Context: an optimization exercise on an open-source flow, tuned for small area. The choices shown serve that exercise and are no tape-out recipe. At most, simulation tests tie the RTL to the original design; equivalence was not proved. Power and IR drop assume default switching activity.

== the previous run ==
==> flow/design.v (excerpt) <==
module pipe_core (
    input  wire        clk,
    input  wire        rst,
    output wire [31:0] imem_addr,
    input  wire [31:0] imem_rdata,
    output wire [4:0]  rf_raddr1,
    output wire [4:0]  rf_raddr2,
    input  wire [31:0] rf_rdata1,
    input  wire [31:0] rf_rdata2,
    output wire        rf_we,
    output wire [4:0]  rf_waddr,
    output wire [31:0] rf_wdata,
    output wire [31:0] dmem_addr,
    output wire        dmem_re,
    output wire        dmem_we,
    output wire [31:0] dmem_wdata,
    input  wire [31:0] dmem_rdata,
    output wire [31:0] pc,
    output wire [31:0] ifid_instr,
    output wire [31:0] idex_instr,
    output wire [31:0] exmem_instr,
    output wire [31:0] memwb_instr
);
For scale: about 1700 cells after synthesis, roughly 320 flip-flops, ~16000 um2 of cells after synthesis.
Settings: LEC_CHECK=0, CAP_MARGIN=20, CORE_MARGIN=2, CORE_UTILIZATION=40, SLEW_MARGIN=20; clock period 5.5 ns.
standard.sh (not shown) runs the stock make flow with config.mk's settings and CLKGATE_MAP_FILE= SYNTH_SCRIPT=/design/flow/synth_recipe.tcl, a recipe that flattens the netlist after the stock synthesis.
==> flow/flow/run.sh <==
#!/bin/bash
set -euo pipefail
bash standard.sh \
  "BUFFER_PORTS_ARGS=-buffer_cell sky130_fd_sc_hd__buf_1" \
  "CTS_ARGS=-sink_clustering_enable -repair_clock_nets -buf_list sky130_fd_sc_hd__clkbuf_16 -sink_clustering_size 24 -sink_clustering_max_diameter 80 -dont_use_dummy_load" \
  finish > standard.log 2>&1
## Diff of input files: the current run against the previous run
==> flow/flow/run.sh <==
#!/bin/bash
set -euo pipefail
bash standard.sh \
  "BUFFER_PORTS_ARGS=-buffer_cell sky130_fd_sc_hd__buf_1" \
  "CTS_ARGS=-sink_clustering_enable -repair_clock_nets -buf_list sky130_fd_sc_hd__clkbuf_8 -sink_clustering_size 12 -sink_clustering_max_diameter 60 -dont_use_dummy_load" \
  finish > standard.log 2>&1
==> run summary <==
The number of buffers added by the clock tree synthesis step in the current run sits about 70% above the value recorded for the previous run. Side by side, portion of total power attributed to sequential cells turned out higher in the current run than in the previous run. Looking at share of the clock period used by the worst path after layout, the current run sits 0.29 points higher than the previous run does. As of the current run, violation count after the first detailed-route iteration had fallen slightly compared to the previous run. | cell area after layout | the previous run vs the current run | ≈ equal |.
No run of this note included a check of the RTL's function; only the layout flow was run.

* * *

Setup of ember:
Another version of the RTL of pipe_core (not shown whole).
For scale: ~440 I/O pins, about 15,000 um^2 of cells after synthesis.
export LEC_CHECK = 0
export CAP_MARGIN = 20
export CORE_MARGIN = 2
export CORE_UTILIZATION = 60
export SLEW_MARGIN = 20
create_clock -name core_clock -period 5.5 [get_ports {clk}]
==> flow/flow/run.sh <==
#!/bin/bash
set -euo pipefail
bash standard.sh \
  "BUFFER_PORTS_ARGS=-buffer_cell sky130_fd_sc_hd__buf_1" \
  "CTS_ARGS=-sink_clustering_enable -repair_clock_nets -buf_list sky130_fd_sc_hd__clkbuf_8 -sink_clustering_size 16 -sink_clustering_max_diameter 70 -dont_use_dummy_load" \
  "RECOVER_POWER=100" \
  finish > standard.log 2>&1
Ran to the end and failed final checks on max-capacitance violations, max-slew violations: ember.
#### Input delta (tundra over ember)
- CORE_UTILIZATION: 60 -> 75
==> flow/flow/run.sh <==
#!/bin/bash
set -euo pipefail
bash standard.sh \
  "BUFFER_PORTS_ARGS=-buffer_cell sky130_fd_sc_hd__buf_1" \
  "CTS_ARGS=-sink_clustering_enable -repair_clock_nets -buf_list sky130_fd_sc_hd__clkbuf_8 -sink_clustering_size 16 -sink_clustering_max_diameter 70 -dont_use_dummy_load" \
  finish > standard.log 2>&1
Findings:
tundra: flow completed, timing, DRC and antenna clean
tundra vs ember: vertical extent of the die down
Looking at final worst hold slack, tundra sits above ember.
tundra ends up with a final routed wirelength across all metal layers that is 9.0% higher than in ember.
Between ember and tundra, largest incremental delay on the critical path increased.
--- input diff tundra..cedar ---
- CORE_UTILIZATION changed from 75 to 60
==> flow/flow/run.sh <==
#!/bin/bash
set -euo pipefail
bash standard.sh \
  "BUFFER_PORTS_ARGS=-buffer_cell sky130_fd_sc_hd__buf_1" \
  "CTS_ARGS=-sink_clustering_enable -repair_clock_nets -buf_list sky130_fd_sc_hd__clkbuf_4 -sink_clustering_size 8 -sink_clustering_max_diameter 40 -dont_use_dummy_load" \
  finish > standard.log 2>&1
Going from tundra to cedar, final period utilization lost 2.8 points; total power neither gained nor lost much; number of H-tree levels picked up an extra 1.
| final cell count | cedar vs tundra | 4.1% higher |
Tapcell count (cedar over tundra): increase, about 22%
cedar did not stop at any stage, and its layout met the timing, design-rule and antenna checks.
Summary of cedar over tundra: count of clock-buffer cells in the layout shows an increase of about 100%, via count saw a decrease.
Compared with tundra, in cedar global-route wire length before repair dropped about 9%, cell leakage power climbed 1.1%.
As of cedar, wire length had fallen by a little under 10% compared to tundra.
Comparing register share of the cell area for cedar and tundra, the smaller number came from cedar.
The inputs of indigo differ from those of cedar as listed below.
- CORE_UTILIZATION now 70, was 60
==> flow/flow/run.sh <==
#!/bin/bash
set -euo pipefail
bash standard.sh \
  "BUFFER_PORTS_ARGS=-buffer_cell sky130_fd_sc_hd__buf_1" \
  "CTS_ARGS=-sink_clustering_enable -repair_clock_nets -buf_list sky130_fd_sc_hd__clkbuf_8 -sink_clustering_size 12 -sink_clustering_max_diameter 60 -dont_use_dummy_load" \
  finish > standard.log 2>&1
Results
Diff cedar and indigo: clock share of power lower in cedar. Taking cedar as the reference point, the overall routing resource usage of indigo rises by 5.4 points. Across both runs, number of clock buffer instances in the layout was lower for indigo than for cedar. Compared with cedar, placement density in the core of indigo is higher. Signed area change from the synthesized netlist to the final layout: cedar vs indigo, no meaningful difference.

* * *

== job 5854 ==
Another version of the RTL of pipe_core (not shown whole).
Size in the first run: ~1300 cells after synthesis.
Settings: LEC_CHECK=0, CAP_MARGIN=0, CORE_MARGIN=2, CORE_UTILIZATION=60, SLEW_MARGIN=0, SYNTH_HIERARCHICAL=1; clock period 5.5 ns.
==> flow/flow/run.sh <==
#!/bin/bash
set -euo pipefail
here=$(cd "$(dirname "$0")" && pwd)
bash standard.sh \
  "BUFFER_PORTS_ARGS=-buffer_cell sky130_fd_sc_hd__buf_1" \
  "PRE_FLOORPLAN_TCL=$here/downsize.tcl" \
  "CTS_ARGS=-sink_clustering_enable -repair_clock_nets -buf_list sky130_fd_sc_hd__clkbuf_8 -sink_clustering_size 16 -sink_clustering_max_diameter 70 -dont_use_dummy_load" \
  finish > standard.log 2>&1
==> flow/flow/downsize.tcl <==
# Before floorplanning: put every logic cell that synthesis sized up back to
# its smallest drive strength of the same function; repair_design and
# repair_timing later size up only the cells that timing needs. Registers,
# buffers and clock cells are left as they are.
set db [ord::get_db]
set n 0
foreach inst [[ord::get_db_block] getInsts] {
  set m [[$inst getMaster] getName]
  if {![regexp {^(sky130_fd_sc_hd__[a-z0-9]+)_([0-9]+)$} $m -> base sz]} { continue }
  if {$sz eq "0" || $sz eq "1"} { continue }
  if {[regexp {df|dl|buf|clk|conb|tap|fill|decap|diode} $base]} { continue }
  foreach k {1 0} {
    set nm [$db findMaster ${base}_$k]
    if {$nm ne "NULL"} {
      $inst swapMaster $nm
      incr n
      break
    }
  }
}
puts "downsize.tcl: $n cells set to their smallest drive strength"
Job 5854: no failed stages, no open violations at the end
The inputs of job 1232 differ from those of job 5854 as listed below.
- SLEW_MARGIN changed from 0 to 20
- CAP_MARGIN changed from 0 to 20
## What came out
- Total length of routed met3 wires came out higher on job 1232 than on job 5854.
- ~same combinational cell power in job 1232 and job 5854
- On final-layout non-clock buffer area share, job 5854 tracks job 1232 almost exactly.
- Relative to job 5854, job 1232 degrades iteration-0 DRC count of the detailed router.
- Looking at peak supply drop, job 1232 sits 0.62% above job 5854.

* * *

RTL: one of the versions met above, not the one the previous note started from.
For scale: about 320 flip-flops, about 440 I/O pins, ~15,000 um^2 of cells after synthesis.
clock: 5.5 ns
lec_check: 0
cap_margin: 20
core_margin: 2
core_utilization: 60
slew_margin: 20
==> flow/flow/run.sh <==
#!/bin/bash
set -euo pipefail
bash standard.sh \
  "BUFFER_PORTS_ARGS=-buffer_cell sky130_fd_sc_hd__buf_1" \
  "CTS_ARGS=-sink_clustering_enable -repair_clock_nets -buf_list sky130_fd_sc_hd__clkbuf_8 -sink_clustering_size 20 -sink_clustering_max_diameter 60 -dont_use_dummy_load" \
  finish > standard.log 2>&1
Edit:
==> flow/flow/run.sh (replaced) <==
#!/bin/bash
set -euo pipefail
bash standard.sh \
  "BUFFER_PORTS_ARGS=-buffer_cell sky130_fd_sc_hd__buf_1" \
  "CTS_ARGS=-sink_clustering_enable -repair_clock_nets -buf_list sky130_fd_sc_hd__clkbuf_8 -sink_clustering_size 16 -sink_clustering_max_diameter 70 -dont_use_dummy_load" \
  finish > standard.log 2>&1
After rerunning:
- die area is unchanged
- design area is about the same
- utilization came out lower by 0.16 points
- cell count barely changes
- sequential share of layout area hardly moves
- global-route usage came out lower by 0.24 points
- total power came out lower slightly
- routed wire length stays flat
- synthesized area stays the same
- synthesized cell count is unchanged
- setup slack gains 0.077 ns

* * *

pipe_core, a different RTL version from the one above (not shown whole).
Size in the first run: ~440 I/O pins.
==> flow/config.mk <==
export PLATFORM = sky130hd
export DESIGN_NAME = pipe_core
export DESIGN_NICKNAME = pipe_core
export VERILOG_FILES = /design/flow/design.v
export SDC_FILE = /design/flow/constraint.sdc
export NUM_CORES = 4
export LEC_CHECK = 0
export CAP_MARGIN = 20
export CORE_MARGIN = 2
export CORE_UTILIZATION = 60
export SLEW_MARGIN = 20
export SYNTH_HIERARCHICAL = 1
==> flow/constraint.sdc <==
create_clock -name core_clock -period 5.5 [get_ports {clk}]
set_input_delay 1.1000 -clock core_clock [delete_from_list [all_inputs] [get_ports {clk}]]
set_output_delay 1.1000 -clock core_clock [all_outputs]
set_load 0.01 [all_outputs]
==> flow/flow/run.sh <==
#!/bin/bash
set -euo pipefail
here=$(cd "$(dirname "$0")" && pwd)
bash standard.sh \
  "BUFFER_PORTS_ARGS=-buffer_cell sky130_fd_sc_hd__buf_1" \
  "PRE_FLOORPLAN_TCL=$here/downsize.tcl" \
  "CTS_ARGS=-sink_clustering_enable -repair_clock_nets -buf_list sky130_fd_sc_hd__clkbuf_16 -sink_clustering_size 28 -sink_clustering_max_diameter 70 -dont_use_dummy_load" \
  finish > standard.log 2>&1
Scripts as last shown in full above: flow/flow/downsize.tcl
Next try:
==> flow/flow/run.sh (replaced) <==
#!/bin/bash
set -euo pipefail
here=$(cd "$(dirname "$0")" && pwd)
bash standard.sh \
  "BUFFER_PORTS_ARGS=-buffer_cell sky130_fd_sc_hd__buf_1" \
  "PRE_FLOORPLAN_TCL=$here/downsize.tcl" \
  "CTS_ARGS=-sink_clustering_enable -repair_clock_nets -buf_list sky130_fd_sc_hd__clkbuf_8 -sink_clustering_size 16 -sink_clustering_max_diameter 70 -dont_use_dummy_load" \
  finish > standard.log 2>&1
Wire length came out higher by 0.45%.
Power came out lower by 2.1%.
Worst setup slack improves by 0.017 ns.
Via count is about the same.
Count of clock-buffer cells in the layout came out higher by 8.
Combinational power hardly moves.
Critical path depth does not change.
Die area stays the same.

## static timing again, ports no longer ideal
No port has a modelled driver above. Below, the same layouts with a new extraction and two added sets of constraints. Step 1 (the two cells are an assumption about what drives the block):
set clk [get_ports {clk}]
set_driving_cell -lib_cell sky130_fd_sc_hd__clkbuf_16 $clk
set_driving_cell -lib_cell sky130_fd_sc_hd__buf_2 [delete_from_list [all_inputs] $clk]
Step 2, shift: input delay + t, output delay - t, t = (earliest + latest rising clock arrival at the registers) / 2. This alone moves slack from input paths to output paths. Slacks: no drivers / after step 1 / after step 2; pairs: no drivers / after step 1.
run	shift t [ns]	setup slack, ns	clock arrival spread, ns
the previous run	0.588	0.949 / 0.949 / 0.949	0.063 / 0.063
the current run	0.633	0.934 / 0.934 / 0.934	0.063 / 0.063
ember	0.602	0.552 / 0.552 / 0.060	0.060 / 0.060
tundra	0.595	0.410 / 0.410 / 0.410	0.047 / 0.047
cedar	0.717	0.565 / 0.565 / 0.565	0.060 / 0.060
indigo	0.567	0.424 / 0.424 / 0.424	0.037 / 0.038
job 5854	0.597	0.889 / 0.889 / 0.889	0.062 / 0.062
job 1232	0.599	0.920 / 0.920 / 0.920	0.063 / 0.063
the first run of note 4	0.621	0.463 / 0.463 / 0.463	0.076 / 0.075
the second run of note 4	0.602	0.540 / 0.540 / 0.540	0.062 / 0.062
the first run of note 5	0.540	0.658 / 0.658 / 0.658	0.045 / 0.046
the second run of note 5	0.590	0.675 / 0.675 / 0.675	0.070 / 0.069
The setup slack of ember, which loses most, moves by 0.000 ns with the drivers and by -0.492 ns with both steps.
